Background: an optimization exercise with open tools, aiming at small area. Do not read the settings as production practice.
Where RTL was checked, it was by simulation tests only, not by an equivalence proof against the original.
Only the layout flow was run in run 1; the RTL was not checked for function there.
Power is estimated from default activity; no workload was simulated.

===== design.v =====
module dkb_xcvr (
    input  wire        clk,
    input  wire        rst,           
    input  wire        start,
    input  wire [2:0]  op,
    output wire        busy,
    input  wire        host_we,
    input  wire [6:0]  host_addr,
    input  wire [15:0] host_wdata,
    output wire [15:0] host_rdata,
    output wire        ie,
    input  wire        line_i,
    output wire        drv_oe,
    output wire        drv_o
);
    localparam [2:0] OP_DELAY     = 3'd0;
    localparam [2:0] OP_TX        = 3'd1;
    localparam [2:0] OP_RX        = 3'd2;
    localparam [2:0] OP_XFER      = 3'd3;
    localparam [2:0] OP_IDENTIFY  = 3'd4;
    localparam [2:0] OP_ORIGINATE = 3'd5;
    localparam [2:0] OP_POLL      = 3'd6;
    localparam [2:0] OP_RESPOND   = 3'd7;
    localparam [3:0] S_IDLE     = 4'd0;
    localparam [3:0] S_DLYS     = 4'd1;
    localparam [3:0] S_LOAD     = 4'd2;
    localparam [3:0] S_CFG      = 4'd3;
    localparam [3:0] S_MASK     = 4'd4;
    localparam [3:0] S_TX       = 4'd5;
    localparam [3:0] S_RX       = 4'd6;
    localparam [3:0] S_CLASSIFY = 4'd7;
    localparam [3:0] S_TURN     = 4'd8;
    localparam [3:0] S_RESTORE  = 4'd9;
    localparam [1:0] RX_WAIT_LOW  = 2'd0;
    localparam [1:0] RX_WAIT_HIGH = 2'd1;
    localparam [1:0] RX_MEASURE   = 2'd2;
    reg [3:0]  seq;
    reg [2:0]  opr;
    reg [1:0]  rxs;
    reg [20:0] cnt;
    reg [3:0]  txidx;        
    reg [7:0]  sh;           
    reg        ie_r;
    reg        ie_saved;
    reg [7:0]  arg_n;
    reg [7:0]  arg_max;
    reg        arg_rumble;
    reg [15:0] arg_delay;
    reg [3:0]  res_count;    
    reg        res_ok;
    reg [2:0]  res_code;     
    reg [7:0]  txbuf      [0:2];
    reg [7:0]  rxbuf      [0:9];
    reg [7:0]  status_rec [0:2];
    reg [7:0]  origin_rec [0:9];
    reg [7:0]  report_rec [0:7];
    wire idle    = (seq == S_IDLE);
    wire respond = (opr == OP_RESPOND);
    assign busy = !idle;
    assign ie   = ie_r;
    wire z_hi  = (cnt[20:6] == 15'd0);
    wire z6    = (cnt[5:0] == 6'd0);
    wire zero  = z_hi && z6;
    wire one   = z_hi && (cnt[5:1] == 5'd0) && cnt[0];
    reg [2:0] tx_sp;
    always @(*) begin
        if (!respond)         tx_sp = 3'd1;
        else if (res_code == 3'd1) tx_sp = 3'd3;
        else if (res_code == 3'd2) tx_sp = 3'd4;
        else                  tx_sp = 3'd5;
    end
    wire [2:0] r_sp  = idle ? host_addr[6:4] : tx_sp;
    wire [3:0] r_idx = idle ? host_addr[3:0] : txidx;
    wire sp0 = (r_sp == 3'd0);
    wire sp1 = (r_sp == 3'd1);
    wire sp2 = (r_sp == 3'd2);
    wire sp3 = (r_sp == 3'd3);
    wire sp4 = r_sp[2] && !r_sp[0];
    wire sp5 = r_sp[2] && r_sp[0];
    wire [7:0] d8;
    wire [3:0] d4;
    genvar gj;
    generate
        for (gj = 0; gj < 8; gj = gj + 1) begin : g_d8
            assign d8[gj] = (r_idx[2:0] == gj);
        end
        for (gj = 0; gj < 4; gj = gj + 1) begin : g_d4
            assign d4[gj] = (r_idx[1:0] == gj);
        end
    endgenerate
    wire [9:0] i10 = {r_idx[3] && r_idx[0], r_idx[3] && !r_idx[0], d8[7:2],
                      !r_idx[3] && d8[1], !r_idx[3] && d8[0]};
    wire [2:0] sel_tx = {3{sp1}} & d4[2:0];
    wire [2:0] sel_st = {3{sp3}} & d4[2:0];
    wire [9:0] sel_rx = {10{sp2}} & i10;
    wire [9:0] sel_or = {10{sp4}} & i10;
    wire [7:0] sel_rp = {8{sp5}} & d8;
    wire [8:0] sel_rg = {sp0 && r_idx[3], {8{sp0}} & d8};
    wire [7:0] rbyte;
    wire rd_n0_0;
    dkb_aoi222 u_rd0_0 (sel_tx[0], txbuf[0][0], sel_tx[1], txbuf[1][0], sel_tx[2], txbuf[2][0], rd_n0_0);
    wire rd_n0_1;
    dkb_aoi222 u_rd0_1 (sel_rx[0], rxbuf[0][0], sel_rx[1], rxbuf[1][0], sel_rx[2], rxbuf[2][0], rd_n0_1);
    wire rd_n0_2;
    dkb_aoi222 u_rd0_2 (sel_rx[3], rxbuf[3][0], sel_rx[4], rxbuf[4][0], sel_rx[5], rxbuf[5][0], rd_n0_2);
    wire rd_n0_3;
    dkb_aoi222 u_rd0_3 (sel_rx[6], rxbuf[6][0], sel_rx[7], rxbuf[7][0], sel_rx[8], rxbuf[8][0], rd_n0_3);
    wire rd_n0_4;
    dkb_aoi222 u_rd0_4 (sel_rx[9], rxbuf[9][0], sel_st[0], status_rec[0][0], sel_st[1], status_rec[1][0], rd_n0_4);
    wire rd_n0_5;
    dkb_aoi222 u_rd0_5 (sel_st[2], status_rec[2][0], sel_or[0], origin_rec[0][0], sel_or[1], origin_rec[1][0], rd_n0_5);
    wire rd_n0_6;
    dkb_aoi222 u_rd0_6 (sel_or[2], origin_rec[2][0], sel_or[3], origin_rec[3][0], sel_or[4], origin_rec[4][0], rd_n0_6);
    wire rd_n0_7;
    dkb_aoi222 u_rd0_7 (sel_or[5], origin_rec[5][0], sel_or[6], origin_rec[6][0], sel_or[7], origin_rec[7][0], rd_n0_7);
    wire rd_n0_8;
    dkb_aoi222 u_rd0_8 (sel_or[8], origin_rec[8][0], sel_or[9], origin_rec[9][0], sel_rp[0], report_rec[0][0], rd_n0_8);
    wire rd_n0_9;
    dkb_aoi222 u_rd0_9 (sel_rp[1], report_rec[1][0], sel_rp[2], report_rec[2][0], sel_rp[3], report_rec[3][0], rd_n0_9);
    wire rd_n0_10;
    dkb_aoi222 u_rd0_10 (sel_rp[4], report_rec[4][0], sel_rp[5], report_rec[5][0], sel_rp[6], report_rec[6][0], rd_n0_10);
    wire rd_n0_11;
    dkb_aoi222 u_rd0_11 (sel_rp[7], report_rec[7][0], sel_rg[1], arg_n[0], sel_rg[2], arg_max[0], rd_n0_11);
    wire rd_n0_12;
    dkb_aoi222 u_rd0_12 (sel_rg[3], arg_rumble, sel_rg[4], arg_delay[0], sel_rg[5], res_count[0], rd_n0_12);
    wire rd_n0_13;
    dkb_aoi222 u_rd0_13 (sel_rg[6], res_ok, sel_rg[7], res_code[0], sel_rg[8], ie_r, rd_n0_13);
    assign rbyte[0] = !(rd_n0_0 & rd_n0_1 & rd_n0_2 & rd_n0_3 & rd_n0_4 & rd_n0_5 & rd_n0_6 & rd_n0_7 & rd_n0_8 & rd_n0_9 & rd_n0_10 & rd_n0_11 & rd_n0_12 & rd_n0_13);
    wire rd_n1_0;
    dkb_aoi222 u_rd1_0 (sel_tx[0], txbuf[0][1], sel_tx[1], txbuf[1][1], sel_tx[2], txbuf[2][1], rd_n1_0);
    wire rd_n1_1;
    dkb_aoi222 u_rd1_1 (sel_rx[0], rxbuf[0][1], sel_rx[1], rxbuf[1][1], sel_rx[2], rxbuf[2][1], rd_n1_1);
    wire rd_n1_2;
    dkb_aoi222 u_rd1_2 (sel_rx[3], rxbuf[3][1], sel_rx[4], rxbuf[4][1], sel_rx[5], rxbuf[5][1], rd_n1_2);
    wire rd_n1_3;
    dkb_aoi222 u_rd1_3 (sel_rx[6], rxbuf[6][1], sel_rx[7], rxbuf[7][1], sel_rx[8], rxbuf[8][1], rd_n1_3);
    wire rd_n1_4;
    dkb_aoi222 u_rd1_4 (sel_rx[9], rxbuf[9][1], sel_st[0], status_rec[0][1], sel_st[1], status_rec[1][1], rd_n1_4);
    wire rd_n1_5;
    dkb_aoi222 u_rd1_5 (sel_st[2], status_rec[2][1], sel_or[0], origin_rec[0][1], sel_or[1], origin_rec[1][1], rd_n1_5);
    wire rd_n1_6;
    dkb_aoi222 u_rd1_6 (sel_or[2], origin_rec[2][1], sel_or[3], origin_rec[3][1], sel_or[4], origin_rec[4][1], rd_n1_6);
    wire rd_n1_7;
    dkb_aoi222 u_rd1_7 (sel_or[5], origin_rec[5][1], sel_or[6], origin_rec[6][1], sel_or[7], origin_rec[7][1], rd_n1_7);
    wire rd_n1_8;
    dkb_aoi222 u_rd1_8 (sel_or[8], origin_rec[8][1], sel_or[9], origin_rec[9][1], sel_rp[0], report_rec[0][1], rd_n1_8);
    wire rd_n1_9;
    dkb_aoi222 u_rd1_9 (sel_rp[1], report_rec[1][1], sel_rp[2], report_rec[2][1], sel_rp[3], report_rec[3][1], rd_n1_9);
    wire rd_n1_10;
    dkb_aoi222 u_rd1_10 (sel_rp[4], report_rec[4][1], sel_rp[5], report_rec[5][1], sel_rp[6], report_rec[6][1], rd_n1_10);
    wire rd_n1_11;
    dkb_aoi222 u_rd1_11 (sel_rp[7], report_rec[7][1], sel_rg[1], arg_n[1], sel_rg[2], arg_max[1], rd_n1_11);
    wire rd_n1_12;
    dkb_aoi222 u_rd1_12 (sel_rg[4], arg_delay[1], sel_rg[5], res_count[1], sel_rg[7], res_code[1], rd_n1_12);
    assign rbyte[1] = !(rd_n1_0 & rd_n1_1 & rd_n1_2 & rd_n1_3 & rd_n1_4 & rd_n1_5 & rd_n1_6 & rd_n1_7 & rd_n1_8 & rd_n1_9 & rd_n1_10 & rd_n1_11 & rd_n1_12);
    wire rd_n2_0;
    dkb_aoi222 u_rd2_0 (sel_tx[0], txbuf[0][2], sel_tx[1], txbuf[1][2], sel_tx[2], txbuf[2][2], rd_n2_0);
    wire rd_n2_1;
    dkb_aoi222 u_rd2_1 (sel_rx[0], rxbuf[0][2], sel_rx[1], rxbuf[1][2], sel_rx[2], rxbuf[2][2], rd_n2_1);
    wire rd_n2_2;
    dkb_aoi222 u_rd2_2 (sel_rx[3], rxbuf[3][2], sel_rx[4], rxbuf[4][2], sel_rx[5], rxbuf[5][2], rd_n2_2);
    wire rd_n2_3;
    dkb_aoi222 u_rd2_3 (sel_rx[6], rxbuf[6][2], sel_rx[7], rxbuf[7][2], sel_rx[8], rxbuf[8][2], rd_n2_3);
    wire rd_n2_4;
    dkb_aoi222 u_rd2_4 (sel_rx[9], rxbuf[9][2], sel_st[0], status_rec[0][2], sel_st[1], status_rec[1][2], rd_n2_4);
    wire rd_n2_5;
    dkb_aoi222 u_rd2_5 (sel_st[2], status_rec[2][2], sel_or[0], origin_rec[0][2], sel_or[1], origin_rec[1][2], rd_n2_5);
    wire rd_n2_6;
    dkb_aoi222 u_rd2_6 (sel_or[2], origin_rec[2][2], sel_or[3], origin_rec[3][2], sel_or[4], origin_rec[4][2], rd_n2_6);
    wire rd_n2_7;
    dkb_aoi222 u_rd2_7 (sel_or[5], origin_rec[5][2], sel_or[6], origin_rec[6][2], sel_or[7], origin_rec[7][2], rd_n2_7);
    wire rd_n2_8;
    dkb_aoi222 u_rd2_8 (sel_or[8], origin_rec[8][2], sel_or[9], origin_rec[9][2], sel_rp[0], report_rec[0][2], rd_n2_8);
    wire rd_n2_9;
    dkb_aoi222 u_rd2_9 (sel_rp[1], report_rec[1][2], sel_rp[2], report_rec[2][2], sel_rp[3], report_rec[3][2], rd_n2_9);
    wire rd_n2_10;
    dkb_aoi222 u_rd2_10 (sel_rp[4], report_rec[4][2], sel_rp[5], report_rec[5][2], sel_rp[6], report_rec[6][2], rd_n2_10);
    wire rd_n2_11;
    dkb_aoi222 u_rd2_11 (sel_rp[7], report_rec[7][2], sel_rg[1], arg_n[2], sel_rg[2], arg_max[2], rd_n2_11);
    wire rd_n2_12;
    dkb_aoi222 u_rd2_12 (sel_rg[4], arg_delay[2], sel_rg[5], res_count[2], sel_rg[7], res_code[2], rd_n2_12);
    assign rbyte[2] = !(rd_n2_0 & rd_n2_1 & rd_n2_2 & rd_n2_3 & rd_n2_4 & rd_n2_5 & rd_n2_6 & rd_n2_7 & rd_n2_8 & rd_n2_9 & rd_n2_10 & rd_n2_11 & rd_n2_12);
    wire rd_n3_0;
    dkb_aoi222 u_rd3_0 (sel_tx[0], txbuf[0][3], sel_tx[1], txbuf[1][3], sel_tx[2], txbuf[2][3], rd_n3_0);
    wire rd_n3_1;
    dkb_aoi222 u_rd3_1 (sel_rx[0], rxbuf[0][3], sel_rx[1], rxbuf[1][3], sel_rx[2], rxbuf[2][3], rd_n3_1);
    wire rd_n3_2;
    dkb_aoi222 u_rd3_2 (sel_rx[3], rxbuf[3][3], sel_rx[4], rxbuf[4][3], sel_rx[5], rxbuf[5][3], rd_n3_2);
    wire rd_n3_3;
    dkb_aoi222 u_rd3_3 (sel_rx[6], rxbuf[6][3], sel_rx[7], rxbuf[7][3], sel_rx[8], rxbuf[8][3], rd_n3_3);
    wire rd_n3_4;
    dkb_aoi222 u_rd3_4 (sel_rx[9], rxbuf[9][3], sel_st[0], status_rec[0][3], sel_st[1], status_rec[1][3], rd_n3_4);
    wire rd_n3_5;
    dkb_aoi222 u_rd3_5 (sel_st[2], status_rec[2][3], sel_or[0], origin_rec[0][3], sel_or[1], origin_rec[1][3], rd_n3_5);
    wire rd_n3_6;
    dkb_aoi222 u_rd3_6 (sel_or[2], origin_rec[2][3], sel_or[3], origin_rec[3][3], sel_or[4], origin_rec[4][3], rd_n3_6);
    wire rd_n3_7;
    dkb_aoi222 u_rd3_7 (sel_or[5], origin_rec[5][3], sel_or[6], origin_rec[6][3], sel_or[7], origin_rec[7][3], rd_n3_7);
    wire rd_n3_8;
    dkb_aoi222 u_rd3_8 (sel_or[8], origin_rec[8][3], sel_or[9], origin_rec[9][3], sel_rp[0], report_rec[0][3], rd_n3_8);
    wire rd_n3_9;
    dkb_aoi222 u_rd3_9 (sel_rp[1], report_rec[1][3], sel_rp[2], report_rec[2][3], sel_rp[3], report_rec[3][3], rd_n3_9);
    wire rd_n3_10;
    dkb_aoi222 u_rd3_10 (sel_rp[4], report_rec[4][3], sel_rp[5], report_rec[5][3], sel_rp[6], report_rec[6][3], rd_n3_10);
    wire rd_n3_11;
    dkb_aoi222 u_rd3_11 (sel_rp[7], report_rec[7][3], sel_rg[1], arg_n[3], sel_rg[2], arg_max[3], rd_n3_11);
    wire rd_n3_12 = !((sel_rg[4] & arg_delay[3]) | (sel_rg[5] & res_count[3]));
    assign rbyte[3] = !(rd_n3_0 & rd_n3_1 & rd_n3_2 & rd_n3_3 & rd_n3_4 & rd_n3_5 & rd_n3_6 & rd_n3_7 & rd_n3_8 & rd_n3_9 & rd_n3_10 & rd_n3_11 & rd_n3_12);
    wire rd_n4_0;
    dkb_aoi222 u_rd4_0 (sel_tx[0], txbuf[0][4], sel_tx[1], txbuf[1][4], sel_tx[2], txbuf[2][4], rd_n4_0);
    wire rd_n4_1;
    dkb_aoi222 u_rd4_1 (sel_rx[0], rxbuf[0][4], sel_rx[1], rxbuf[1][4], sel_rx[2], rxbuf[2][4], rd_n4_1);
    wire rd_n4_2;
    dkb_aoi222 u_rd4_2 (sel_rx[3], rxbuf[3][4], sel_rx[4], rxbuf[4][4], sel_rx[5], rxbuf[5][4], rd_n4_2);
    wire rd_n4_3;
    dkb_aoi222 u_rd4_3 (sel_rx[6], rxbuf[6][4], sel_rx[7], rxbuf[7][4], sel_rx[8], rxbuf[8][4], rd_n4_3);
    wire rd_n4_4;
    dkb_aoi222 u_rd4_4 (sel_rx[9], rxbuf[9][4], sel_st[0], status_rec[0][4], sel_st[1], status_rec[1][4], rd_n4_4);
    wire rd_n4_5;
    dkb_aoi222 u_rd4_5 (sel_st[2], status_rec[2][4], sel_or[0], origin_rec[0][4], sel_or[1], origin_rec[1][4], rd_n4_5);
    wire rd_n4_6;
    dkb_aoi222 u_rd4_6 (sel_or[2], origin_rec[2][4], sel_or[3], origin_rec[3][4], sel_or[4], origin_rec[4][4], rd_n4_6);
    wire rd_n4_7;
    dkb_aoi222 u_rd4_7 (sel_or[5], origin_rec[5][4], sel_or[6], origin_rec[6][4], sel_or[7], origin_rec[7][4], rd_n4_7);
    wire rd_n4_8;
    dkb_aoi222 u_rd4_8 (sel_or[8], origin_rec[8][4], sel_or[9], origin_rec[9][4], sel_rp[0], report_rec[0][4], rd_n4_8);
    wire rd_n4_9;
    dkb_aoi222 u_rd4_9 (sel_rp[1], report_rec[1][4], sel_rp[2], report_rec[2][4], sel_rp[3], report_rec[3][4], rd_n4_9);
    wire rd_n4_10;
    dkb_aoi222 u_rd4_10 (sel_rp[4], report_rec[4][4], sel_rp[5], report_rec[5][4], sel_rp[6], report_rec[6][4], rd_n4_10);
    wire rd_n4_11;
    dkb_aoi222 u_rd4_11 (sel_rp[7], report_rec[7][4], sel_rg[1], arg_n[4], sel_rg[2], arg_max[4], rd_n4_11);
    wire rd_n4_12 = !((sel_rg[4] & arg_delay[4]));
    assign rbyte[4] = !(rd_n4_0 & rd_n4_1 & rd_n4_2 & rd_n4_3 & rd_n4_4 & rd_n4_5 & rd_n4_6 & rd_n4_7 & rd_n4_8 & rd_n4_9 & rd_n4_10 & rd_n4_11 & rd_n4_12);
    wire rd_n5_0;
    dkb_aoi222 u_rd5_0 (sel_tx[0], txbuf[0][5], sel_tx[1], txbuf[1][5], sel_tx[2], txbuf[2][5], rd_n5_0);
    wire rd_n5_1;
    dkb_aoi222 u_rd5_1 (sel_rx[0], rxbuf[0][5], sel_rx[1], rxbuf[1][5], sel_rx[2], rxbuf[2][5], rd_n5_1);
    wire rd_n5_2;
    dkb_aoi222 u_rd5_2 (sel_rx[3], rxbuf[3][5], sel_rx[4], rxbuf[4][5], sel_rx[5], rxbuf[5][5], rd_n5_2);
    wire rd_n5_3;
    dkb_aoi222 u_rd5_3 (sel_rx[6], rxbuf[6][5], sel_rx[7], rxbuf[7][5], sel_rx[8], rxbuf[8][5], rd_n5_3);
    wire rd_n5_4;
    dkb_aoi222 u_rd5_4 (sel_rx[9], rxbuf[9][5], sel_st[0], status_rec[0][5], sel_st[1], status_rec[1][5], rd_n5_4);
    wire rd_n5_5;
    dkb_aoi222 u_rd5_5 (sel_st[2], status_rec[2][5], sel_or[0], origin_rec[0][5], sel_or[1], origin_rec[1][5], rd_n5_5);
    wire rd_n5_6;
    dkb_aoi222 u_rd5_6 (sel_or[2], origin_rec[2][5], sel_or[3], origin_rec[3][5], sel_or[4], origin_rec[4][5], rd_n5_6);
    wire rd_n5_7;
    dkb_aoi222 u_rd5_7 (sel_or[5], origin_rec[5][5], sel_or[6], origin_rec[6][5], sel_or[7], origin_rec[7][5], rd_n5_7);
    wire rd_n5_8;
    dkb_aoi222 u_rd5_8 (sel_or[8], origin_rec[8][5], sel_or[9], origin_rec[9][5], sel_rp[0], report_rec[0][5], rd_n5_8);
    wire rd_n5_9;
    dkb_aoi222 u_rd5_9 (sel_rp[1], report_rec[1][5], sel_rp[2], report_rec[2][5], sel_rp[3], report_rec[3][5], rd_n5_9);
    wire rd_n5_10;
    dkb_aoi222 u_rd5_10 (sel_rp[4], report_rec[4][5], sel_rp[5], report_rec[5][5], sel_rp[6], report_rec[6][5], rd_n5_10);
    wire rd_n5_11;
    dkb_aoi222 u_rd5_11 (sel_rp[7], report_rec[7][5], sel_rg[1], arg_n[5], sel_rg[2], arg_max[5], rd_n5_11);
    wire rd_n5_12 = !((sel_rg[4] & arg_delay[5]));
    assign rbyte[5] = !(rd_n5_0 & rd_n5_1 & rd_n5_2 & rd_n5_3 & rd_n5_4 & rd_n5_5 & rd_n5_6 & rd_n5_7 & rd_n5_8 & rd_n5_9 & rd_n5_10 & rd_n5_11 & rd_n5_12);
    wire rd_n6_0;
    dkb_aoi222 u_rd6_0 (sel_tx[0], txbuf[0][6], sel_tx[1], txbuf[1][6], sel_tx[2], txbuf[2][6], rd_n6_0);
    wire rd_n6_1;
    dkb_aoi222 u_rd6_1 (sel_rx[0], rxbuf[0][6], sel_rx[1], rxbuf[1][6], sel_rx[2], rxbuf[2][6], rd_n6_1);
    wire rd_n6_2;
    dkb_aoi222 u_rd6_2 (sel_rx[3], rxbuf[3][6], sel_rx[4], rxbuf[4][6], sel_rx[5], rxbuf[5][6], rd_n6_2);
    wire rd_n6_3;
    dkb_aoi222 u_rd6_3 (sel_rx[6], rxbuf[6][6], sel_rx[7], rxbuf[7][6], sel_rx[8], rxbuf[8][6], rd_n6_3);
    wire rd_n6_4;
    dkb_aoi222 u_rd6_4 (sel_rx[9], rxbuf[9][6], sel_st[0], status_rec[0][6], sel_st[1], status_rec[1][6], rd_n6_4);
    wire rd_n6_5;
    dkb_aoi222 u_rd6_5 (sel_st[2], status_rec[2][6], sel_or[0], origin_rec[0][6], sel_or[1], origin_rec[1][6], rd_n6_5);
    wire rd_n6_6;
    dkb_aoi222 u_rd6_6 (sel_or[2], origin_rec[2][6], sel_or[3], origin_rec[3][6], sel_or[4], origin_rec[4][6], rd_n6_6);
    wire rd_n6_7;
    dkb_aoi222 u_rd6_7 (sel_or[5], origin_rec[5][6], sel_or[6], origin_rec[6][6], sel_or[7], origin_rec[7][6], rd_n6_7);
    wire rd_n6_8;
    dkb_aoi222 u_rd6_8 (sel_or[8], origin_rec[8][6], sel_or[9], origin_rec[9][6], sel_rp[0], report_rec[0][6], rd_n6_8);
    wire rd_n6_9;
    dkb_aoi222 u_rd6_9 (sel_rp[1], report_rec[1][6], sel_rp[2], report_rec[2][6], sel_rp[3], report_rec[3][6], rd_n6_9);
    wire rd_n6_10;
    dkb_aoi222 u_rd6_10 (sel_rp[4], report_rec[4][6], sel_rp[5], report_rec[5][6], sel_rp[6], report_rec[6][6], rd_n6_10);
    wire rd_n6_11;
    dkb_aoi222 u_rd6_11 (sel_rp[7], report_rec[7][6], sel_rg[1], arg_n[6], sel_rg[2], arg_max[6], rd_n6_11);
    wire rd_n6_12 = !((sel_rg[4] & arg_delay[6]));
    assign rbyte[6] = !(rd_n6_0 & rd_n6_1 & rd_n6_2 & rd_n6_3 & rd_n6_4 & rd_n6_5 & rd_n6_6 & rd_n6_7 & rd_n6_8 & rd_n6_9 & rd_n6_10 & rd_n6_11 & rd_n6_12);
    wire rd_n7_0;
    dkb_aoi222 u_rd7_0 (sel_tx[0], txbuf[0][7], sel_tx[1], txbuf[1][7], sel_tx[2], txbuf[2][7], rd_n7_0);
    wire rd_n7_1;
    dkb_aoi222 u_rd7_1 (sel_rx[0], rxbuf[0][7], sel_rx[1], rxbuf[1][7], sel_rx[2], rxbuf[2][7], rd_n7_1);
    wire rd_n7_2;
    dkb_aoi222 u_rd7_2 (sel_rx[3], rxbuf[3][7], sel_rx[4], rxbuf[4][7], sel_rx[5], rxbuf[5][7], rd_n7_2);
    wire rd_n7_3;
    dkb_aoi222 u_rd7_3 (sel_rx[6], rxbuf[6][7], sel_rx[7], rxbuf[7][7], sel_rx[8], rxbuf[8][7], rd_n7_3);
    wire rd_n7_4;
    dkb_aoi222 u_rd7_4 (sel_rx[9], rxbuf[9][7], sel_st[0], status_rec[0][7], sel_st[1], status_rec[1][7], rd_n7_4);
    wire rd_n7_5;
    dkb_aoi222 u_rd7_5 (sel_st[2], status_rec[2][7], sel_or[0], origin_rec[0][7], sel_or[1], origin_rec[1][7], rd_n7_5);
    wire rd_n7_6;
    dkb_aoi222 u_rd7_6 (sel_or[2], origin_rec[2][7], sel_or[3], origin_rec[3][7], sel_or[4], origin_rec[4][7], rd_n7_6);
    wire rd_n7_7;
    dkb_aoi222 u_rd7_7 (sel_or[5], origin_rec[5][7], sel_or[6], origin_rec[6][7], sel_or[7], origin_rec[7][7], rd_n7_7);
    wire rd_n7_8;
    dkb_aoi222 u_rd7_8 (sel_or[8], origin_rec[8][7], sel_or[9], origin_rec[9][7], sel_rp[0], report_rec[0][7], rd_n7_8);
    wire rd_n7_9;
    dkb_aoi222 u_rd7_9 (sel_rp[1], report_rec[1][7], sel_rp[2], report_rec[2][7], sel_rp[3], report_rec[3][7], rd_n7_9);
    wire rd_n7_10;
    dkb_aoi222 u_rd7_10 (sel_rp[4], report_rec[4][7], sel_rp[5], report_rec[5][7], sel_rp[6], report_rec[6][7], rd_n7_10);
    wire rd_n7_11;
    dkb_aoi222 u_rd7_11 (sel_rp[7], report_rec[7][7], sel_rg[1], arg_n[7], sel_rg[2], arg_max[7], rd_n7_11);
    wire rd_n7_12 = !((sel_rg[4] & arg_delay[7]));
    assign rbyte[7] = !(rd_n7_0 & rd_n7_1 & rd_n7_2 & rd_n7_3 & rd_n7_4 & rd_n7_5 & rd_n7_6 & rd_n7_7 & rd_n7_8 & rd_n7_9 & rd_n7_10 & rd_n7_11 & rd_n7_12);
    assign host_rdata = {{8{sel_rg[4]}} & arg_delay[15:8], rbyte};
    reg [3:0] txlen;
    always @(*) begin
        case (opr)
            OP_TX, OP_XFER: txlen = {2'd0, arg_n[1:0]};
            OP_POLL:        txlen = 4'd3;
            OP_RESPOND:     txlen = (res_code == 3'd1) ? 4'd3 : (res_code == 3'd2) ? 4'd10 : 4'd8;
            default:        txlen = 4'd1;
        endcase
    end
    wire tx_stop = (txidx == txlen);
    wire tx_bit  = tx_stop || rbyte[cnt[8:6]];
    wire tx_low  = tx_bit ? (cnt[5:4] == 2'b11) : (cnt[5:4] != 2'b00);
    assign drv_oe = (seq == S_CFG) || (seq == S_MASK && !respond) || (seq == S_TX);
    assign drv_o  = !(seq == S_TX && tx_low);
    reg [3:0] maxlen;
    always @(*) begin
        case (opr)
            OP_IDENTIFY:  maxlen = 4'd3;
            OP_ORIGINATE: maxlen = 4'd10;
            OP_POLL:      maxlen = 4'd8;
            default:      maxlen = arg_max[3:0];
        endcase
    end
    wire [7:0] rx_v     = {sh[6:0], line_i};
    wire [3:0] txidx_inc = txidx + 4'd1;
    wire [3:0] rc_inc    = res_count + 4'd1;
    wire rx_full   = respond ? (txidx_inc == 4'd3) : (rc_inc == maxlen);
    wire rx_sample = (seq == S_RX) && (rxs == RX_MEASURE) && zero;
    wire rx_store  = rx_sample && sh[7];
    wire rx_wait   = (seq == S_RX) && (rxs != RX_MEASURE);
    wire rx_hit    = line_i == (rxs == RX_WAIT_HIGH);
    wire rx_exit   = (rx_wait && !rx_hit && zero) || (rx_store && rx_full);
    reg [2:0] cls_code;
    always @(*) begin
        if (txidx == 4'd1)      cls_code = (res_code == 3'd1 || res_code == 3'd2) ? res_code : 3'd0;
        else if (txidx == 4'd3) cls_code = res_code;
        else                    cls_code = 3'd0;
    end
    wire n_ok = (arg_n   >= 8'd1) && (arg_n   <= 8'd3);
    wire m_ok = (arg_max >= 8'd1) && (arg_max <= 8'd10);
    reg  start_ok;
    always @(*) begin
        case (op)
            OP_TX:   start_ok = n_ok;
            OP_RX:   start_ok = m_ok;
            OP_XFER: start_ok = n_ok && m_ok;
            default: start_ok = 1'b1;
        endcase
    end
    wire go = idle && start && start_ok;
    wire enter_tx = (go && op == OP_TX) ||
                    (seq == S_MASK && !respond) ||
                    (seq == S_TURN && zero);
    wire tx_end   = (seq == S_TX) && z6 && tx_stop;
    wire enter_rx = (go && op == OP_RX) ||
                    (seq == S_MASK && respond) ||
                    (tx_end && opr != OP_TX && !respond);
    wire hw = idle && host_we;
    wire [3:0] h_idx = host_addr[3:0];
    wire h_lo3  = (h_idx[3:2] == 2'd0) && (h_idx[1:0] != 2'd3);
    wire h_lo10 = !h_idx[3] || (h_idx[2:1] == 2'd0);
    wire h_lo8  = !h_idx[3];
    reg [7:0] wd;
    always @(*) begin
        if (idle)                wd = host_wdata[7:0];
        else if (seq == S_RX)    wd = rx_v;
        else if (seq == S_LOAD)  wd = {1'b0, opr != OP_IDENTIFY, 5'd0, opr == OP_ORIGINATE};
        else if (seq == S_CFG)   wd = 8'h03;
        else                     wd = {7'd0, arg_rumble};
    end
    wire poll = (opr == OP_POLL);
    wire rx_store_buf = rx_store && !respond;
    integer i;
    always @(posedge clk) begin
        for (i = 0; i < 3; i = i + 1) begin
            if ((hw && host_addr[6:4] == 3'd1 && h_lo3 && h_idx[1:0] == i[1:0]) ||
                (i == 0 && seq == S_LOAD) ||
                (i == 1 && seq == S_CFG && poll) ||
                (i == 2 && seq == S_MASK && poll))
                txbuf[i] <= wd;
            if (hw && host_addr[6:4] == 3'd3 && h_lo3 && h_idx[1:0] == i[1:0])
                status_rec[i] <= wd;
        end
        for (i = 0; i < 10; i = i + 1) begin
            if ((hw && host_addr[6:4] == 3'd2 && h_lo10 && h_idx == i[3:0]) ||
                (rx_store_buf && res_count == i[3:0]))
                rxbuf[i] <= wd;
            if (hw && host_addr[6:4] == 3'd4 && h_lo10 && h_idx == i[3:0])
                origin_rec[i] <= wd;
        end
        for (i = 0; i < 8; i = i + 1) begin
            if (hw && host_addr[6:4] == 3'd5 && h_lo8 && h_idx[2:0] == i[2:0])
                report_rec[i] <= wd;
        end
    end
    always @(posedge clk) begin
        cnt <= cnt - 21'd1;
        if (go && op == OP_DELAY)
            cnt <= {5'd0, arg_delay};
        if (enter_tx)
            cnt <= 21'd0;
        if (enter_rx)
            cnt <= {21{1'b1}};
        if (rx_wait && rx_hit)
            cnt <= (rxs == RX_WAIT_HIGH) ? 21'd127 : 21'd31;
        if (rx_sample && !rx_exit)
            cnt <= 21'd127;
        if (seq == S_CLASSIFY)
            cnt <= 21'd127;
        if (go)
            opr <= op;
        if (seq == S_MASK)
            ie_saved <= ie_r;
        if (enter_tx)
            txidx <= 4'hf;
        else if (enter_rx)
            txidx <= 4'd0;
        else if ((seq == S_TX && z6 && cnt[8:6] == 3'd0 && !tx_stop) ||
                 (rx_store && respond))
            txidx <= txidx_inc;
        if (enter_rx) begin
            rxs <= RX_WAIT_LOW;
            sh  <= 8'd1;
        end else if (rx_wait && rx_hit) begin
            rxs <= (rxs == RX_WAIT_HIGH) ? RX_WAIT_LOW : RX_MEASURE;
        end else if (rx_sample) begin
            rxs <= RX_WAIT_HIGH;
            sh  <= sh[7] ? 8'd1 : rx_v;
        end
    end
    always @(posedge clk) begin
        if (rst) begin
            seq        <= S_IDLE;
            arg_n      <= 8'd0;
            arg_max    <= 8'd0;
            arg_rumble <= 1'b0;
            arg_delay  <= 16'd0;
            res_count  <= 4'd0;
            res_ok     <= 1'b0;
            res_code   <= 3'd0;
        end else begin
            if (hw && host_addr[6:4] == 3'd0) begin
                case (h_idx)
                    4'd1: arg_n      <= host_wdata[7:0];
                    4'd2: arg_max    <= host_wdata[7:0];
                    4'd3: arg_rumble <= host_wdata[0];
                    4'd4: arg_delay  <= host_wdata;
                    4'd8: ie_r       <= host_wdata[0];
                    default: ;
                endcase
            end
            if (enter_rx && !(seq == S_MASK && respond))
                res_count <= 4'd0;
            else if (rx_store_buf)
                res_count <= rc_inc;
            if (rx_store && respond) begin
                case (txidx[1:0])
                    2'd0:    res_code <= (rx_v == 8'h00) ? 3'd1 :
                                         (rx_v == 8'h41) ? 3'd2 :
                                         (rx_v == 8'h40) ? 3'd3 : 3'd0;
                    2'd1:    res_code <= (res_code == 3'd3 && rx_v == 8'h03) ? 3'd3 : 3'd0;
                    default: res_code <= (res_code == 3'd3) ? 3'd3 + {1'b0, rx_v[1:0]} : 3'd0;
                endcase
            end
            case (seq)
                S_IDLE: begin
                    if (go) begin
                        case (op)
                            OP_DELAY:   if (arg_delay != 16'd0) seq <= S_DLYS;
                            OP_TX:      seq <= S_TX;
                            OP_RX:      seq <= S_RX;
                            OP_XFER:    seq <= S_CFG;
                            OP_RESPOND: seq <= S_MASK;
                            default:    seq <= S_LOAD;
                        endcase
                    end
                end
                S_DLYS:  if (one) seq <= S_IDLE;
                S_LOAD:  seq <= S_CFG;
                S_CFG:   seq <= S_MASK;
                S_MASK: begin
                    ie_r <= 1'b0;
                    seq  <= respond ? S_RX : S_TX;
                end
                S_TX: begin
                    if (tx_end) begin
                        if (opr == OP_TX) seq <= S_IDLE;
                        else if (respond) seq <= S_RESTORE;
                        else              seq <= S_RX;
                    end
                end
                S_RX: begin
                    if (rx_exit) begin
                        if (opr == OP_RX) seq <= S_IDLE;
                        else if (respond) seq <= S_CLASSIFY;
                        else              seq <= S_RESTORE;
                    end
                end
                S_CLASSIFY: begin
                    res_code <= cls_code;
                    seq      <= (cls_code == 3'd0) ? S_RESTORE : S_TURN;
                end
                S_TURN:     if (zero) seq <= S_TX;
                S_RESTORE: begin
                    ie_r <= ie_saved;
                    seq  <= S_IDLE;
                    if (!respond && opr != OP_XFER)
                        res_ok <= (res_count == maxlen);
                end
                default: seq <= S_IDLE;
            endcase
        end
    end
endmodule
module dkb_aoi222 (
    input  wire a1, input wire a2,
    input  wire b1, input wire b2,
    input  wire c1, input wire c2,
    output wire y
);
    assign y = !((a1 && a2) || (b1 && b2) || (c1 && c2));
endmodule

===== run.sh =====
#!/bin/bash
# synth_recipe.tcl (not shown) runs the flow's synth.tcl, then flattens the netlist and writes it again
# the make line also repeats each setting of config.mk as NAME=value (left out here)
make -C /OpenROAD-flow-scripts/flow DESIGN_CONFIG=/design/flow/config.mk WORK_HOME=/design/flow/orfs CLKGATE_MAP_FILE= SYNTH_SCRIPT=/design/flow/synth_recipe.tcl finish

===== config.mk =====
export PLATFORM = sky130hd
export DESIGN_NAME = dkb_xcvr
export DESIGN_NICKNAME = dkb_xcvr
export VERILOG_FILES = /design/flow/design.v
export SDC_FILE = /design/flow/constraint.sdc
export NUM_CORES = 4
export LEC_CHECK = 0
export CAP_MARGIN = 20
export CORE_MARGIN = 2
export CORE_UTILIZATION = 40
export CTS_BUF_LIST = sky130_fd_sc_hd__clkbuf_8
export CTS_CLUSTER_DIAMETER = 100
export CTS_CLUSTER_SIZE = 16
export SLEW_MARGIN = 20
export SYNTH_HIERARCHICAL = 1

===== constraint.sdc =====
create_clock -name core_clock -period 8.0 [get_ports {clk}]
set_input_delay 1.6000 -clock core_clock [delete_from_list [all_inputs] [get_ports {clk}]]
set_output_delay 1.6000 -clock core_clock [all_outputs]
set_load 0.01 [all_outputs]

==> results.txt, run 1 <==
HPWL after DPL 32700 µm; Syn Nets 1289; Clock Latency Late Sink 630 ps; number of synthesized flops with an enable pin around 280; first-pass GRT wire length 68600 µm; Filler Cell Count ~3600; drt pass-1 iters 6; First DRT Iteration DRCs 1506; CP arrival 6120 ps; worst slew pin tran 1080 ps; CTS Buf Count 26; compound-gate portion of the synthesized area 15.4%; commonest non-fill, non-tap cells in the layout 277 x edfxtp_1, 134 x nor2_1, 105 x nand2_1, 100 x a222oi_1, 80 x dfxtp_1; Critical Path RT 6400 ps; simple-gate area share of the yosys netlist between 10 and 15%; maximum VDD drop ~160 µV; vias per cell 6.18; outcome no timing/DRC/antenna violations; Post-CTS Resized 0; Clock Tree Buf Depth 3; Die Footprint 0.0404 mm²; Syn Area/Cell 12.5 µm²; Max Clock Freq roughly 130 MHz; Netlist Area Pre-Place ~0.016 mm²; initial core utilization 40.4%; overall global routing resource usage 22.3%; Setup Total Neg Slack 0 ps; final setup margin between 200 and 300 ps; total global routing overflow 0; clk_skew 24.7 ps; FF+latch count, synth 357; post-placement setup slack 317 ps; Routed Antenna Nets 0; layout cell share with drive strength beyond 1 6.08%; dominant synthesized flop cell edfxtp_1; clock period minus final worst setup slack 7720 ps; clock sinks 357; max-slew violation count 0; critical path type in -> out; Max FO, Critical Path 11; Crit-path slowest cell clkdlybuf4s50_1; RSZ-0062 raised after global routing false; XOR/XNOR Fraction of Synth Area 1.64%; die height 201 µm; io pins 51; CTS Root Cell clkbuf_8; Std-Cell Rows between 70 and 80; register area 0.00992 mm²; most common cell after layout, fill and taps aside edfxtp_1; Leakage 5.62 nW; MaxCap Viol Count 0; final hold violation count 0; # port buffers 50; period utilisation layout 96.4%; total power 5.37 mW; cts hold-fix bufs 0; Layout area overhead 9.85%; main combinational cell family by area after synthesis compound AO/OA/AOI/OAI gates; clock slew at reported path FFs 110 ps; synth unique cells 83; post-CTS setup repair buffer count 0; Slew HR a little over a quarter; WL/cell roughly 25 µm; Ant. Diodes 0; endpoints failing setup 0; Ys Warns 17; asr flop ratio synth 0%; Nets 1336; Max H-tree Level 1; largest net degree at the start of global routing 46; cells after synthesis 1245; multiplexer share of the synthesized area 1.36%; crit path cell chain clkdlybuf4s50_1, nand2b_1, nor2_1, a31oi_1, inv_1, nand2_1, nor2_1, a222oi_1, nand4_1, or4_1, nand2_1, o22ai_1, a21oi_1, a21bo_1, clkdlybuf4s50_1; Final GP Congestion 0.939; sequential-to-total area share from yosys stat 63.9%; Die Span X 201 µm; Worst R2R Setup Slack 4500 ps; drt total wl 45600 µm; Multi-input gate area 0.00535 mm²; vias in the first global route 10700; Worst setup EP type primary output; CP peak stage delay around 760 ps; via count 11200; TritonCTS clock tree done; PD cells 315 mW/mm²; initial antenna violation count 2; Worst Setup Start Kind input pin; Post-Synth Adder-Cell Area 1.05%; post-detailed-route DRC marker count 0; HP Class reg -> reg; Core Region 0.0385 mm²
==> critical path: cells and delay by family <==
kind            cells  cell delay, ps
simple gates        7            1650
compound gates      5            1510
buf+inv             3            1340
==> where the power goes <==
group | total, mW | switching [mW] | internal (mW) | leakage, nW
Combinational | 2.01 | 1.32 | 0.691 | 2.20
Clock | 0.870 | 0.567 | 0.303 | 0.240
Sequential | 2.49 | 0.148 | 2.34 | 3.17
Total | 5.37 | 2.03 | 3.34 | 5.62
==> through the flow <==
step                hold WS (ps)  utilization (%)  area, µm²  instances
floorplan                    445                -      15500       1245
global placement             496             43.2      16600       1782
detailed placement           500             43.3      16600       1782
CTS                          519             44.3      17100       1818
global route                 536             44.3      17100       1818
finish                       517             44.3      17100       1818
==> cell families (layout without fill, tap and decap cells) <==
logic type / after synthesis / after routing
buf+inv: 72 / 127
compound gates: 304 / 304
xor+xnor: 29 / 29
flops: 357 / 357
mux: 21 / 21
fa+ha+maj: 13 / 13
simple gates: 449 / 449
==> cell type report <==
cell class,instances,share of cell area [%]
Sequential cell,357,58.2
Inverter,21,0.462
Clock buffer,26,2.10
Timing Repair Buffer,70,3.78
Clock inverter,10,0.337
Multi-Input combinational cell,816,31.4
Tap cell,518,3.80
==> per-layer routing <==
| metal | global-route usage [%] | vias up | wire length [µm] |
|---|---|---|---|
| li1 | - | 5036 | - |
| met1 | 30.5 | 5606 | 19300 |
| met2 | 36.3 | 507 | 21200 |
| met3 | 3.17 | 87 | 3280 |
| met4 | 8.02 | 2 | 1770 |
| met5 | 0 | - | 16 |
==> per-module statistics from Yosys, one instance, submodules excluded <==
module | copies in the design | cell area (µm²) | cells
dkb_aoi222 | 100 | 10.0 | 1
dkb_xcvr | 1 | 14500 | 1145
==> flip-flops by register name, summed over array words and instances, names as in the netlist <==
| name | cells |
|---|---|
| origin_rec | 80 |
| rxbuf | 80 |
| report_rec | 64 |
| status_rec | 24 |
| txbuf | 24 |
| cnt | 21 |
| arg_delay | 16 |
| arg_max | 8 |
| arg_n | 8 |
| sh | 8 |
| res_count | 4 |
| seq | 4 |
| txidx | 4 |
| opr | 3 |
| res_code | 3 |
| rxs | 2 |
| arg_rumble | 1 |
| ie_r | 1 |
| ie_saved | 1 |
| res_ok | 1 |
==> path summary, 6_finish.rpt <==
path | start | to | depth (start not counted)
max | host_addr[1] | drv_o | 15
min | arg_delay[13] | arg_delay[13] | 2
min reg2reg | arg_delay[13] | arg_delay[13] | 2
max reg2reg | cnt[6] | rxbuf[7][6] | 6
==> synth_stat cells (all sizes together) (16+ instances only) <==
master,n,area share (%)
a21oi,66,2.1
o21ai,40,1.3
inv,21,0.51
dfxtp,80,10
nand2,105,2.5
nand4,28,1.1
a222oi,100,6.4
nor3,35,1.2
nand2b,22,0.89
xnor2,18,1.0
buf,16,0.56
nor2,134,3.2
nand3,25,0.84
edfxtp,277,54
clkbuf,35,0.85
mux2i,20,1.3
==> run 2, diff against run 1 <==
--- a/design.v
+++ b/design.v
@@ -72,29 +72,21 @@
     wire [2:0] r_sp  = idle ? host_addr[6:4] : tx_sp;
     wire [3:0] r_idx = idle ? host_addr[3:0] : txidx;
-    wire sp0 = (r_sp == 3'd0);
-    wire sp1 = (r_sp == 3'd1);
-    wire sp2 = (r_sp == 3'd2);
-    wire sp3 = (r_sp == 3'd3);
-    wire sp4 = r_sp[2] && !r_sp[0];
-    wire sp5 = r_sp[2] && r_sp[0];
-    wire [7:0] d8;
-    wire [3:0] d4;
+    wire [5:0]  sp;
+    wire [15:0] d16;
     genvar gj;
     generate
-        for (gj = 0; gj < 8; gj = gj + 1) begin : g_d8
-            assign d8[gj] = (r_idx[2:0] == gj);
+        for (gj = 0; gj < 6; gj = gj + 1) begin : g_sp
+            assign sp[gj] = (r_sp == gj);
         end
-        for (gj = 0; gj < 4; gj = gj + 1) begin : g_d4
-            assign d4[gj] = (r_idx[1:0] == gj);
+        for (gj = 0; gj < 16; gj = gj + 1) begin : g_d16
+            assign d16[gj] = (r_idx == gj);
         end
     endgenerate
-    wire [9:0] i10 = {r_idx[3] && r_idx[0], r_idx[3] && !r_idx[0], d8[7:2],
-                      !r_idx[3] && d8[1], !r_idx[3] && d8[0]};
-    wire [2:0] sel_tx = {3{sp1}} & d4[2:0];
-    wire [2:0] sel_st = {3{sp3}} & d4[2:0];
-    wire [9:0] sel_rx = {10{sp2}} & i10;
-    wire [9:0] sel_or = {10{sp4}} & i10;
-    wire [7:0] sel_rp = {8{sp5}} & d8;
-    wire [8:0] sel_rg = {sp0 && r_idx[3], {8{sp0}} & d8};
+    wire [2:0] sel_tx = {3{sp[1]}} & d16[2:0];
+    wire [2:0] sel_st = {3{sp[3]}} & d16[2:0];
+    wire [9:0] sel_rx = {10{sp[2]}} & d16[9:0];
+    wire [9:0] sel_or = {10{sp[4]}} & d16[9:0];
+    wire [7:0] sel_rp = {8{sp[5]}} & d16[7:0];
+    wire [8:0] sel_rg = {9{sp[0]}} & d16[8:0];
     wire [7:0] rbyte;
     wire rd_n0_0;
@@ -371,7 +363,4 @@
     wire hw = idle && host_we;
     wire [3:0] h_idx = host_addr[3:0];
-    wire h_lo3  = (h_idx[3:2] == 2'd0) && (h_idx[1:0] != 2'd3);
-    wire h_lo10 = !h_idx[3] || (h_idx[2:1] == 2'd0);
-    wire h_lo8  = !h_idx[3];
     reg [7:0] wd;
     always @(*) begin
@@ -387,21 +376,21 @@
     always @(posedge clk) begin
         for (i = 0; i < 3; i = i + 1) begin
-            if ((hw && host_addr[6:4] == 3'd1 && h_lo3 && h_idx[1:0] == i[1:0]) ||
+            if ((hw && sel_tx[i]) ||
                 (i == 0 && seq == S_LOAD) ||
                 (i == 1 && seq == S_CFG && poll) ||
                 (i == 2 && seq == S_MASK && poll))
                 txbuf[i] <= wd;
-            if (hw && host_addr[6:4] == 3'd3 && h_lo3 && h_idx[1:0] == i[1:0])
+            if (hw && sel_st[i])
                 status_rec[i] <= wd;
         end
         for (i = 0; i < 10; i = i + 1) begin
-            if ((hw && host_addr[6:4] == 3'd2 && h_lo10 && h_idx == i[3:0]) ||
+            if ((hw && sel_rx[i]) ||
                 (rx_store_buf && res_count == i[3:0]))
                 rxbuf[i] <= wd;
-            if (hw && host_addr[6:4] == 3'd4 && h_lo10 && h_idx == i[3:0])
+            if (hw && sel_or[i])
                 origin_rec[i] <= wd;
         end
         for (i = 0; i < 8; i = i + 1) begin
-            if (hw && host_addr[6:4] == 3'd5 && h_lo8 && h_idx[2:0] == i[2:0])
+            if (hw && sel_rp[i])
                 report_rec[i] <= wd;
         end
@@ -453,13 +442,10 @@
             res_code   <= 3'd0;
         end else begin
-            if (hw && host_addr[6:4] == 3'd0) begin
-                case (h_idx)
-                    4'd1: arg_n      <= host_wdata[7:0];
-                    4'd2: arg_max    <= host_wdata[7:0];
-                    4'd3: arg_rumble <= host_wdata[0];
-                    4'd4: arg_delay  <= host_wdata;
-                    4'd8: ie_r       <= host_wdata[0];
-                    default: ;
-                endcase
+            if (hw) begin
+                if (sel_rg[1]) arg_n      <= host_wdata[7:0];
+                if (sel_rg[2]) arg_max    <= host_wdata[7:0];
+                if (sel_rg[3]) arg_rumble <= host_wdata[0];
+                if (sel_rg[4]) arg_delay  <= host_wdata;
+                if (sel_rg[8]) ie_r       <= host_wdata[0];
             end
             if (enter_rx && !(seq == S_MASK && respond))
==> flow/run.sh (new file) <==
#!/bin/bash
# Standard ORFS layout, except that the port buffers are the smallest buffer
# cell (buffer_ports -buffer_cell) instead of the one ORFS picks by default.
# The synthesis is the standard one, run unchanged first.
set -euo pipefail
bash standard.sh synth > synth.log 2>&1
BUFFER_PORTS_ARGS="-buffer_cell sky130_fd_sc_hd__buf_1" bash standard.sh finish > layout.log 2>&1
==> standard.sh (new file) <==
#!/bin/bash
# synth_recipe.tcl (not shown) runs the flow's synth.tcl, then flattens the netlist and writes it again
# the make line also repeats each setting of config.mk as NAME=value (left out here)
make -C /OpenROAD-flow-scripts/flow DESIGN_CONFIG=/design/flow/config.mk WORK_HOME=/design/flow/orfs CLKGATE_MAP_FILE= SYNTH_SCRIPT=/design/flow/synth_recipe.tcl "${@:-finish}"
removed: run.sh
==> results.txt, run 2 <==
Leakage around 5.3 nW; MaxCap Viol Count 0; clock period minus final worst setup slack approximately 7000 ps; Setup Total Neg Slack 0 ps; Largest regs origin_rec: 80 flops, rxbuf: 80 flops, report_rec: 64 flops; Worst R2R Setup Slack 4340 ps; post-placement setup slack 1040 ps; Filler Cell Count approximately 3500; TritonCTS clock tree done; layout cell share with drive strength beyond 1 6.74%; WL/cell 24.8 µm; Worst Setup Start Kind register; cells after synthesis ~1200; via count roughly 11000; io pins approximately 50; Critical Path RT 6400 ps; Syn Nets 1274; total global routing overflow 0; Crit-path slowest cell nand2_1; clk_skew 20.8 ps; cts hold-fix bufs 0; Max FO, Critical Path 29; Core Region 0.0377 mm²; Worst setup EP type primary output; Final GP Congestion 0.973; first-pass GRT wire length between 60000 and 70000 µm; initial core utilization 40.6%; CP peak stage delay 710 ps; most numerous cell in the Yosys netlist edfxtp_1; Clock Tree Buf Depth 3; largest net degree at the start of global routing 44; dominant synthesized flop cell edfxtp_1; final hold violation count 0; First DRT Iteration DRCs 1564; Clock Latency Late Sink 620 ps; FF+latch count, synth between 300 and 400; # port buffers 50; outcome no timing/DRC/antenna violations; Post-CTS Resized 0; Syn Area/Cell approximately 12 µm²; Post-synth top cells 277 x edfxtp_1, 132 x nor2_1, 100 x a222oi_1, 96 x nand2_1, 80 x dfxtp_1; max-slew violation count 0; WHS Endpoint sh[3]; R2R depth 8; critical path type reg -> out; Layout area overhead 8.82%; clock slew at reported path FFs 110 ps; Nets 1330; synth unique cells 79; Slew HR 20.4%; maximum VDD drop around 130 µV; HPWL after DPL 31200 µm; initial antenna violation count 0; overall global routing resource usage 22.5%; CTS Buf Count 26; most common cell after layout, fill and taps aside edfxtp_1; Hold Startpoint sh[3]; endpoints failing setup 0; worst slew pin tran between 1000 and 1500 ps; Worst R2R Start cnt[2]; Max Clock Freq 139 MHz; cell taking the most area after synthesis edfxtp_1; cell depth of the worst hold path 2; Routed Antenna Nets 0; Ant. Diodes 0; Crit path max-delay family simple AND/OR/NAND/NOR gates; RSZ-0062 raised after global routing false; asr flop ratio synth 0%; Std-Cell Rows 71; WP buf/inv 2; drt total wl 45100 µm; PD cells 273 mW/mm²; CTS Root Cell clkbuf_8; post-CTS setup repair buffer count 0; Netlist Area Pre-Place 0.0153 mm²; clock sinks ~360; Max H-tree Level 1; CP arrival 5580 ps; commonest non-fill, non-tap cells in the layout 277 x edfxtp_1, 131 x nor2_1, 100 x a222oi_1, 96 x nand2_1, 80 x dfxtp_1; period utilisation layout between 80% and 90%; post-synth top area share 54.4%; FF-to-FF End rxbuf[6][6]; HP Class reg -> reg; vias per cell 6.20; sequential-to-total area share from yosys stat 64.9%; crit path cell chain nor4_4, buf_4, o21ai_0, nand2_1, nor2_1, a222oi_1, nand4_1, a2111o_1, mux4_2, nor2_1, o21ai_1, o21ai_1, a21oi_1, buf_1; Die Span X 199 µm; number of synthesized flops with an enable pin 277; Ys Warns 17; Die Footprint a little under 0.04 mm²; post-detailed-route DRC marker count 0; top post-synthesis cells by area edfxtp_1 54%, dfxtp_1 10%, a222oi_1 6.6%; final setup margin 825 ps; die height about 200 µm; vias in the first global route 10400; drt pass-1 iters 9
## run 2: per-layer routing
layer  part of all wire (%)  global-route usage, %  vias to the layer above
met1                     42                   31.4                     5587
met4                    3.7                   7.85                        0
li1                       -                      -                     5004
met2                     44                   34.8                      586
met5                      0                      0                        -
met3                     10                   4.88                       88
## run 2: final cells by class
class / instances / area (µm²) / share of cell area, %
Sequential cell: 357 / 9920 / 59.7
Multi-Input combinational cell: 796 / 5090 / 30.6
Tap cell: 511 / 639 / 3.85
Timing Repair Buffer: 81 / 422 / 2.54
Clock buffer: 26 / 358 / 2.15
Clock inverter: 22 / 103 / 0.617
Inverter: 24 / 90.1 / 0.542
## run 2: through the flow
step	cell area (µm²)	power (mW)	cells	util (%)	hold slack, ps
after floorplan	15300	3.17	1230	-	452
after global placement	16200	3.66	1769	42.9	474
after detailed placement	16200	3.67	1769	42.9	476
after CTS	16600	4.55	1817	44.1	495
after global routing	16600	4.75	1817	44.1	524
final	16600	4.54	1817	44.1	494
## run 2: cell families after synthesis
logic type / share of synthesized area [%]
flops: 64.9
buf+inv: 1.98
xor+xnor: 1.66
compound gates: 15.3
fa+ha+maj: 1.06
mux: 1.02
simple gates: 14.1
## run 2: Yosys stat by module, one instance, submodules excluded
module,times used,cells inside,flops+latches
dkb_xcvr,1,1130,357
dkb_aoi222,100,1,0
## run 2: worst max path at each step
stage / startpoint / endpoint / slack (ps) / depth (start not counted)
2_1_floorplan: host_addr[1] / drv_o / 2140 / 14
3_3_place_gp: host_addr[2] / drv_o / 1100 / 13
3_5_place_dp: host_addr[1] / drv_o / 1040 / 14
4_1_cts: seq[2] / drv_o / 970 / 14
5_1_grt: seq[2] / drv_o / 560 / 14
6_report: seq[2] / drv_o / 820 / 14
## run 2: worst min-delay path: cells and delay by family (launching register included)
kind,cells,cell delay [ps]
DFF,1,350
and+or+nand+nor,1,60
AOI/OAI and AO/OA,1,50
## run 2: report_power, final
group / internal, mW / total, mW / switching, mW
registers: 2.31 / 2.44 / 0.124
logic: 0.354 / 1.20 / 0.849
clock network: 0.311 / 0.901 / 0.590
==> run 3, diff against run 2 <==
--- a/config.mk
+++ b/config.mk
@@ -6,5 +6,5 @@
 export NUM_CORES = 4
 export LEC_CHECK = 0
-export CAP_MARGIN = 20
+export CAP_MARGIN = 0
 export CORE_MARGIN = 2
 export CORE_UTILIZATION = 40
@@ -12,4 +12,4 @@
 export CTS_CLUSTER_DIAMETER = 100
 export CTS_CLUSTER_SIZE = 16
-export SLEW_MARGIN = 20
+export SLEW_MARGIN = 0
 export SYNTH_HIERARCHICAL = 1
==> results.txt, run 3 <==
synth unique cells between 70 and 80; vias in the first global route ~10000; cts hold-fix bufs 0; clock sinks 357; CP arrival 5580 ps; # port buffers 50; post-placement setup slack 1040 ps; Nets ~1300; clock period minus final worst setup slack 7180 ps; Crit path max-delay family simple AND/OR/NAND/NOR gates; crit path cell chain nor4_4, buf_4, o21ai_0, nand2_1, nor2_1, a222oi_1, nand4_1, a2111o_1, mux4_2, nor2_1, o21ai_1, o21ai_1, a21oi_1, buf_1; number of synthesized flops with an enable pin 277; clock slew at reported path FFs 110 ps; Final GP Congestion 0.973; CTS Root Cell clkbuf_8; Post-CTS Resized 0; drt total wl 45100 µm; Ant. Diodes 0; clk_skew 20.8 ps; Syn Nets roughly 1300; worst slew pin tran 1180 ps; First DRT Iteration DRCs around 1600; Clock Tree Buf Depth 3; Hold Startpoint sh[3]; layout cell share with drive strength beyond 1 6.74%; Worst Setup SP seq[2]; Max H-tree Level 1; first-pass GRT wire length around 67000 µm; endpoints failing setup 0; HPWL after DPL 31200 µm; final hold violation count 0; Syn Area/Cell 12.4 µm²; main combinational cell family by area after synthesis compound AO/OA/AOI/OAI gates; final setup margin just over 800 ps; Netlist Area Pre-Place 0.0153 mm²; Clock Latency Late Sink 620 ps; sequential-to-total area share from yosys stat 64.9%; Die Footprint 0.0398 mm²; WP buf/inv 2; Die Span X 199 µm; Leakage 5.33 nW; top post-synthesis cells by area edfxtp_1 54%, dfxtp_1 10%, a222oi_1 6.6%; CP peak stage delay between 700 and 800 ps; Max FO, Critical Path 29; Post-Synth Adder-Cell Area 1.06%; Worst Setup Start Kind register; most numerous cell in the Yosys netlist edfxtp_1; Worst R2R Start cnt[2]; Critical Path RT 6400 ps; PD cells roughly 270 mW/mm²; via count ~11000; io pins about 50; most common cell after layout, fill and taps aside edfxtp_1; Core Region between 0.03 and 0.04 mm²; Worst setup EP type primary output; MaxCap Viol Count 0; post-synth top area share 54.4%; Std-Cell Rows 71; initial core utilization about 41%; maximum VDD drop roughly 130 µV; compound-gate portion of the synthesized area 15.3%; post-detailed-route DRC marker count 0; Max Clock Freq 139 MHz; Routed Antenna Nets 0; HP Class reg -> reg; period utilisation layout 89.7%; Post-Layout Cell Count 1817; die height 199 µm; Largest regs origin_rec: 80 flops, rxbuf: 80 flops, report_rec: 64 flops; multiplexer share of the synthesized area 1.02%; largest net degree at the start of global routing 44; total global routing overflow 0; total power 4.54 mW; overall global routing resource usage 22.5%; vias per cell slightly above 6; asr flop ratio synth 0%; Util after Layout 44.1%; initial antenna violation count 0; Slew HR 20.4%; dominant synthesized flop cell edfxtp_1; cells after synthesis approximately 1200; commonest non-fill, non-tap cells in the layout 277 x edfxtp_1, 131 x nor2_1, 100 x a222oi_1, 96 x nand2_1, 80 x dfxtp_1; Filler Cell Count 3542; outcome no timing/DRC/antenna violations; CTS Buf Count 26; critical path type reg -> out; Setup Total Neg Slack 0 ps; WL/cell 24.8 µm; RSZ-0062 raised after global routing false; XOR/XNOR Fraction of Synth Area 1.66%; Crit-path slowest cell nand2_1; Post-synth top cells 277 x edfxtp_1, 132 x nor2_1, 100 x a222oi_1, 96 x nand2_1, 80 x dfxtp_1; TritonCTS clock tree done; simple-gate area share of the yosys netlist about 14%; FF+latch count, synth 357; placed cell count 1769; post-CTS setup repair buffer count 0; max-slew violation count 0; Layout area overhead 8.82%; Ys Warns 17; drt pass-1 iters 9; cell taking the most area after synthesis edfxtp_1
## run 3: cell counts after synthesis
No cell type changed its count.
## run 3: metrics by stage
step | hold slack, ps | instance area [µm²]
6_report | 494 | 16600
5_1_grt | 524 | 16600
4_1_cts | 495 | 16600
3_5_place_dp | 476 | 16200
3_3_place_gp | 474 | 16200
2_1_floorplan | 452 | 15300
## run 3: where the power goes
part           switching (mW)  leakage (nW)  total [mW]  internal (mW)
sequential              0.124          3.17        2.44           2.31
combinational           0.849          1.85        1.20          0.354
clock                   0.590         0.306       0.901          0.311
## run 3: per-module statistics from Yosys (local to each module, per instance)
module	copies in the design	cell area, µm²	cells
dkb_aoi222	100	10.0	1
dkb_xcvr	1	14300	1130
## run 3: kinds of logic (layout without fill, tap and decap cells)
kind of cell	Yosys count	count (layout)
flip-flops	357	357
AO/OA/AOI/OAI	315	315
XOR/XNOR	29	29
buffers and inverters	77	153
adder cells (fa/ha/maj)	13	13
AND/OR/NAND/NOR	425	425
multiplexers	14	14
## run 3: layout make-up
type	count	area (µm²)	share of cell area, %
flip-flops and latches	357	9920	59.7
multi-input cells	796	5090	30.6
well taps	511	639	3.85
repair buffers	81	422	2.54
clock buffers	26	358	2.15
clock inverters	22	103	0.617
inverters	24	90.1	0.542
## run 3: final timing paths
kind / slack (ps) / cells after the start / to
worst min-delay path: 490 / 2 / sh[3]
worst max-delay path: 820 / 14 / drv_o
worst min register to register: 490 / 2 / sh[3]
worst max register to register: 4340 / 8 / rxbuf[6][6]
## run 3: layer usage
| metal | share of wire, % | GRT usage (%) | vias to the layer above |
|---|---|---|---|
| met5 | 0 | 0 | - |
| met4 | 3.7 | 7.85 | 0 |
| met3 | 10 | 4.88 | 88 |
| met2 | 44 | 34.8 | 586 |
| met1 | 42 | 31.4 | 5587 |
| li1 | - | - | 5004 |
## run 3: worst min-delay path, cell delays in order, from the launching register on
cell	delay [ps]
dfxtp_1	350
nand2_1	60
a21oi_1	50
==> run 4, diff against run 3 <==
--- a/config.mk
+++ b/config.mk
@@ -12,4 +12,5 @@
 export CTS_CLUSTER_DIAMETER = 100
 export CTS_CLUSTER_SIZE = 16
+export GPL_TIMING_DRIVEN = 0
 export SLEW_MARGIN = 0
 export SYNTH_HIERARCHICAL = 1
==> results.txt, run 4 <==
layout cell share with drive strength beyond 1 5.26%; Setup Total Neg Slack 0 ps; Slew HR 9.81%; cell taking the most area after synthesis edfxtp_1; Core Region 0.0377 mm²; Post-Layout Cell Count 1841; post-placement setup slack approximately 360 ps; die height 199 µm; multiplexer share of the synthesized area 1.02%; CTS Root Cell clkbuf_8; WHS Endpoint arg_n[5]; Worst setup EP type primary output; synth unique cells 79; Final GP Congestion 0.935; dominant synthesized flop cell edfxtp_1; RSZ-0062 raised after global routing false; main combinational cell family by area after synthesis compound AO/OA/AOI/OAI gates; CP arrival 5950 ps; largest net degree at the start of global routing 35; CTS Buf Count 26; worst slew pin tran 1340 ps; commonest non-fill, non-tap cells in the layout 277 x edfxtp_1, 131 x nor2_1, 100 x a222oi_1, 96 x nand2_1, 80 x dfxtp_1; Post-synth top cells 277 x edfxtp_1, 132 x nor2_1, 100 x a222oi_1, 96 x nand2_1, 80 x dfxtp_1; placed cell count 1794; Max FO, Critical Path 10; first-pass GRT wire length between 60000 and 70000 µm; routed wl met2 20200 µm; Ant. Diodes 0; met3 WL 3650 µm; FF-to-FF End txbuf[2][6]; post-synth top area share between 50% and 60%; Max H-tree Level 1; HPWL after DPL 31400 µm; # port buffers 49; sequential-to-total area share from yosys stat 64.9%; endpoints failing setup 0; io pins a little over 50; drt total wl 44600 µm; R2R depth 7; asr flop ratio synth 0%; outcome no timing/DRC/antenna violations; MaxCap Viol Count 0; Routed Antenna Nets 0; Hold Startpoint arg_n[5]; max-slew violation count 0; TritonCTS clock tree done; cell depth of the worst hold path 2; final hold violation count 0; initial antenna violation count 0; Die Footprint 0.0398 mm²; WL/cell 24.2 µm; vias in the first global route about 11000; final setup margin 450 ps; clock sinks 357; Layout area overhead 9.04%; most numerous cell in the Yosys netlist edfxtp_1; Syn Nets approximately 1300; maximum VDD drop 149 µV; period utilisation layout 94.4%; Largest regs origin_rec: 80 flops, rxbuf: 80 flops, report_rec: 64 flops; HP Class reg -> reg; clock slew at reported path FFs around 120 ps; Clock Tree Buf Depth 3; Clock Latency Late Sink 620 ps; Nets 1355; vias per cell 6.07; Post-Synth Adder-Cell Area 1.06%; Final Cell Area around 0.017 mm²; Top Metal Used met4; placed cell area 0.0162 mm²; simple-gate area share of the yosys netlist 14.1%; clock period minus final worst setup slack 7550 ps; Max Clock Freq roughly 130 MHz; FF+latch count, synth 357; Leakage 5.28 nW; overall global routing resource usage 22.5%; compound-gate portion of the synthesized area between 10% and 20%; cells after synthesis roughly 1200; top post-synthesis cells by area edfxtp_1 54%, dfxtp_1 10%, a222oi_1 6.6%; drt pass-1 iters 7; Worst R2R Setup Slack slightly below 4000 ps; PD cells 273 mW/mm²; XOR/XNOR Fraction of Synth Area 1.66%; Syn Area/Cell 12.4 µm²; critical path type reg -> out; initial core utilization roughly two fifths; Die Span X 199 µm; M1 WL 19300 µm; clk_skew 19.2 ps; Worst Setup Start Kind register; Critical Path RT 6400 ps; via count roughly 11000; Worst R2R Start seq[1]; number of synthesized flops with an enable pin 277; total global routing overflow 0; Std-Cell Rows 71; First DRT Iteration DRCs 1426; most common cell after layout, fill and taps aside edfxtp_1; post-detailed-route DRC marker count 0; Netlist Area Pre-Place ~0.015 mm²; Ys Warns 17
==> run 4: worst max path at each step <==
stage / slack (ps) / to / startpoint / cells after the start
floorplan: 2140 / drv_o / host_addr[1] / 14
detailed placement: 360 / drv_o / host_addr[1] / 16
global placement: 340 / drv_o / host_addr[1] / 16
global route: 180 / drv_o / seq[1] / 16
CTS: 100 / drv_o / seq[1] / 16
finish: 450 / drv_o / seq[1] / 19
==> run 4: cells by family (layout without fill, tap and decap cells) <==
family	Yosys count	after routing
AND/OR/NAND/NOR	425	425
flip-flops	357	357
adder cells (fa/ha/maj)	13	13
AO/OA/AOI/OAI	315	315
buffers and inverters	77	177
multiplexers	14	14
XOR/XNOR	29	29
==> run 4: report_power, final <==
part           switching [mW]  internal [mW]  leakage (nW)
clock                   0.596          0.310         0.294
combinational           0.891          0.351          1.81
sequential             0.0874           2.32          3.17
total                    1.57           2.98          5.28
==> run 4: layout make-up <==
cell class,instances,area (µm²)
fill,3559,21000
sequential,357,9920
multi-input combinational,796,5100
tap,511,639
clock buffer,26,358
timing repair buffer,54,239
buffer,52,211
clock inverter,21,100
inverter,24,90.1
==> run 4: metal layers <==
layer  track usage [%]  up-vias
met5                 0        -
met4              7.11        0
met3              3.44       76
met2              35.5      519
met1              31.9     5538
li1                  -     5049
==> run 4: stage by stage <==
stage | hold slack (ps) | total power, mW | utilization (%)
6_report | 505 | 4.56 | 44.2
5_1_grt | 522 | 4.77 | 44.2
4_1_cts | 505 | 4.57 | 44.2
3_5_place_dp | 488 | 3.67 | 43.0
3_3_place_gp | 472 | 3.63 | 42.7
2_1_floorplan | 452 | 3.17 | -
==> run 4: worst max-delay path: stages, from the launching register on <==
cell and delay (ps):
dfxtp_1 310, buf_2 180, nor4_4 490, inv_2 120, clkbuf_1 280, nand2_1 130, o31ai_1 130, nand2_1 130
clkbuf_1 380, clkbuf_2 420, nor2_1 250, a222oi_1 480, nand4_1 260, a2111o_1 520, mux4_2 500, nor2_1 240
o21ai_1 130, o21ai_1 110, a21oi_1 120, buf_1 150
==> run 4: per-module statistics from Yosys, one instance, submodules excluded <==
module      cells inside  flops+latches
dkb_xcvr            1130            357
dkb_aoi222             1              0
==> run 4: what timing repair did <==
item / CTS / global route
pin swaps: 0 / 0
hold buffers: 0 / 0
gates resized for setup: 2 / 3
setup endpoints to repair: 1 / 1
setup buffers: 0 / 0

afterwards: timing with drivers on the ports:
No port has a modelled driver above. Below, the same layouts with a new extraction and two added sets of constraints.
Step 1: set_driving_cell puts a clkbuf_16 on clk and a buf_2 on each other input, an assumption about the parent block.
Step 2 adds t to the input delays and takes it off the output delays; t is the mean of the earliest and latest rising clock arrival at the registers after step 1. Input paths then give back, and output paths get back, about the clock's delay inside the block.
Three values: ideal ports, drivers, drivers and shift; two values: the first two.
| run | shift t [ns] | setup WS [ns] | cell pins on the clock port's net |
|---|---|---|---|
| run 1 | 0.672 | 0.284 / 0.258 / 0.258 | 1 |
| run 2 | 0.656 | 0.825 / 0.780 / 0.860 | 1 |
| run 3 | 0.656 | 0.825 / 0.780 / 0.860 | 1 |
| run 4 | 0.665 | 0.450 / 0.400 / 0.575 | 1 |
After both steps every run listed still meets setup and hold. For run 1, which loses most, drivers alone change the setup slack by -0.026 ns; drivers and shift together by -0.026 ns.
